Source: an optimization exercise on an open RTL-to-GDS flow (aim: small area). Production flows keep margins and buffers that such runs may drop. Function was checked by simulation only, so behaviour that the tests miss may differ from the original. The flow treats the clock pin as an ideal source. Dropping or thinning the clock tree relies on that and would not hold on a real chip. No activity file was given, so power comes from the tool's default toggle rates.

== north ==
==> flow/design.v (excerpt) <==
module stpm3x_link (
    input  wire        clk,
    input  wire        rst,
    input  wire [7:0]  t_min,         
    input  wire        cmd_valid,
    output wire        cmd_ready,
    input  wire [2:0]  cmd_op,
    input  wire [7:0]  cmd_addr,
    input  wire [39:0] cmd_data,
    output wire        rsp_valid,
    output wire [2:0]  rsp_code,
    output wire [79:0] rsp_data,
    output wire [1:0]  rsp_crc_err,   
    output wire        arb_req,
    input  wire        arb_ack,
    input  wire        arb_gnt,
    output wire        bus_held,
    output wire        spi_cs_n,
    output wire        spi_sclk,
    output wire        spi_mosi,
    input  wire        spi_miso
);
clock: 8.0 ns
lec_check: 0
abc_area: 1
cap_margin: 20
core_margin: 2
core_utilization: 40
slew_margin: 20
standard.sh (not shown) runs the stock make flow with config.mk's settings and CLKGATE_MAP_FILE= SYNTH_SCRIPT=/design/flow/synth_recipe.tcl, a recipe that flattens the netlist after the stock synthesis.
==> flow/flow/run.sh <==
#!/bin/bash
set -euo pipefail
export BUFFER_PORTS_ARGS="-buffer_cell sky130_fd_sc_hd__buf_1"
export SKIP_REPAIR_TIE_FANOUT=1
export PRE_CTS_TCL=$PWD/flow/manual_cts.tcl
bash standard.sh synth > synth.log 2>&1
R=orfs/results/sky130hd/stpm3x_link/base
LIB=$FLOW_HOME/platforms/sky130hd/lib/sky130_fd_sc_hd__tt_025C_1v80.lib
YOSYS=$FLOW_HOME/../tools/install/yosys/bin/yosys
[[ -x $YOSYS ]] || YOSYS=yosys
cp $R/1_2_yosys.v remap_in.v
sed "s#LIBFILE#$LIB#g; s#INFILE#remap_in.v#; s#ABCSCRIPT#flow/area.abc#; s#STATFILE#remap_stat.txt#; s#OUTFILE#remap_out.v#" flow/remap.ys > remap_run.ys
$YOSYS -s remap_run.ys > remap.log 2>&1
cp remap_out.v $R/1_2_yosys.v
bash standard.sh finish > finish.log 2>&1
==> flow/flow/area.abc <==
strash
ifraig
scorr
dc2
strash
dch -f
amap
topo
Other scripts of this flow, unchanged in this note and not shown: flow/flow/manual_cts.tcl, flow/flow/remap.ys
north finished all stages; the layout is clean.
Setup changes, north to south
--- a/flow/flow/run.sh
+++ b/flow/flow/run.sh
@@ -10,6 +10,22 @@
 [[ -x $YOSYS ]] || YOSYS=yosys
 cp $R/1_2_yosys.v remap_in.v
-sed "s#LIBFILE#$LIB#g; s#INFILE#remap_in.v#; s#ABCSCRIPT#flow/area.abc#; s#STATFILE#remap_stat.txt#; s#OUTFILE#remap_out.v#" flow/remap.ys > remap_run.ys
-$YOSYS -s remap_run.ys > remap.log 2>&1
-cp remap_out.v $R/1_2_yosys.v
+# three re-mappings in parallel (one plain, two with ABC's deepsyn from
+# different seeds); the smallest netlist is used
+for i in 0 1 2; do
+  sed "s#LIBFILE#$LIB#g; s#INFILE#remap_in.v#; s#ABCSCRIPT#flow/area$i.abc#; s#STATFILE#remap_stat$i.txt#; s#OUTFILE#remap_out$i.v#" flow/remap.ys > remap_run$i.ys
+  $YOSYS -s remap_run$i.ys > remap$i.log 2>&1 &
+done
+wait
+best=""
+bestarea=""
+for i in 0 1 2; do
+  a=$(awk '/Chip area/ {print $NF}' remap_stat$i.txt 2>/dev/null || true)
+  [[ -n "$a" && -s remap_out$i.v ]] || continue
+  if [[ -z "$best" ]] || awk -v x="$a" -v y="$bestarea" 'BEGIN { exit !(x < y) }'; then
+    best=$i
+    bestarea=$a
+  fi
+done
+echo "remap: using variant $best, area $bestarea" > remap_choice.txt
+cp remap_out$best.v $R/1_2_yosys.v
 bash standard.sh finish > finish.log 2>&1
==> flow/flow/area0.abc (new file) <==
strash
ifraig
scorr
dc2
strash
dch -f
amap
topo
==> flow/flow/area1.abc (new file) <==
strash
&get -n
&deepsyn -T 60 -S 1
&put
dch -f
amap
topo
==> flow/flow/area2.abc (new file) <==
strash
&get -n
&deepsyn -T 60 -S 2
&put
dch -f
amap
topo
removed: flow/flow/area.abc
### Flow results
north → south: number of placement rows went down 2.8%, part of the power in registers shrank by 1.1 points, net count of the mapped netlist shows a reduction of about 7%.
Compared to north, south shows a wider setup margin.
Looking at total via count after detailed routing, south sits below north.
south — sequential share of layout area 1.8 points higher, north as reference
Comparing final critical delay including setup and external delays for north and south, the bigger number came from north.
In every run of this note, the design's own scripts or RTL, not TritonCTS, make the clock network.

[static timing again, ports no longer ideal]
Ports are ideal in the flow. The routed layouts listed here were re-timed in OpenROAD. Step 1 sets driving cells, clkbuf_16 on the clock port and buf_2 on the other inputs (assumed; they add their load-dependent delay and slew). Step 2 moves the port delays by t, midway between the first and last clock arrival at a register: inputs arrive t later, outputs are due t later. That takes back most of the time a late clock gives input paths. Three values: no drivers, after step 1, after step 2; two values: the first two.
| run | t, ns | setup WS [ns] | hold slack, ns | worst setup path after step 2 | worst data-port slew with drivers (ns) |
|---|---|---|---|---|---|
| north | 0.435 | 2.996 / 2.968 / 3.403 | 0.491 / 0.491 / 0.491 | register to output | 0.04 |
| south | 0.430 | 3.146 / 3.118 / 3.548 | 0.495 / 0.495 / 0.495 | register to output | 0.04 |
After both steps every run listed still meets setup and hold.
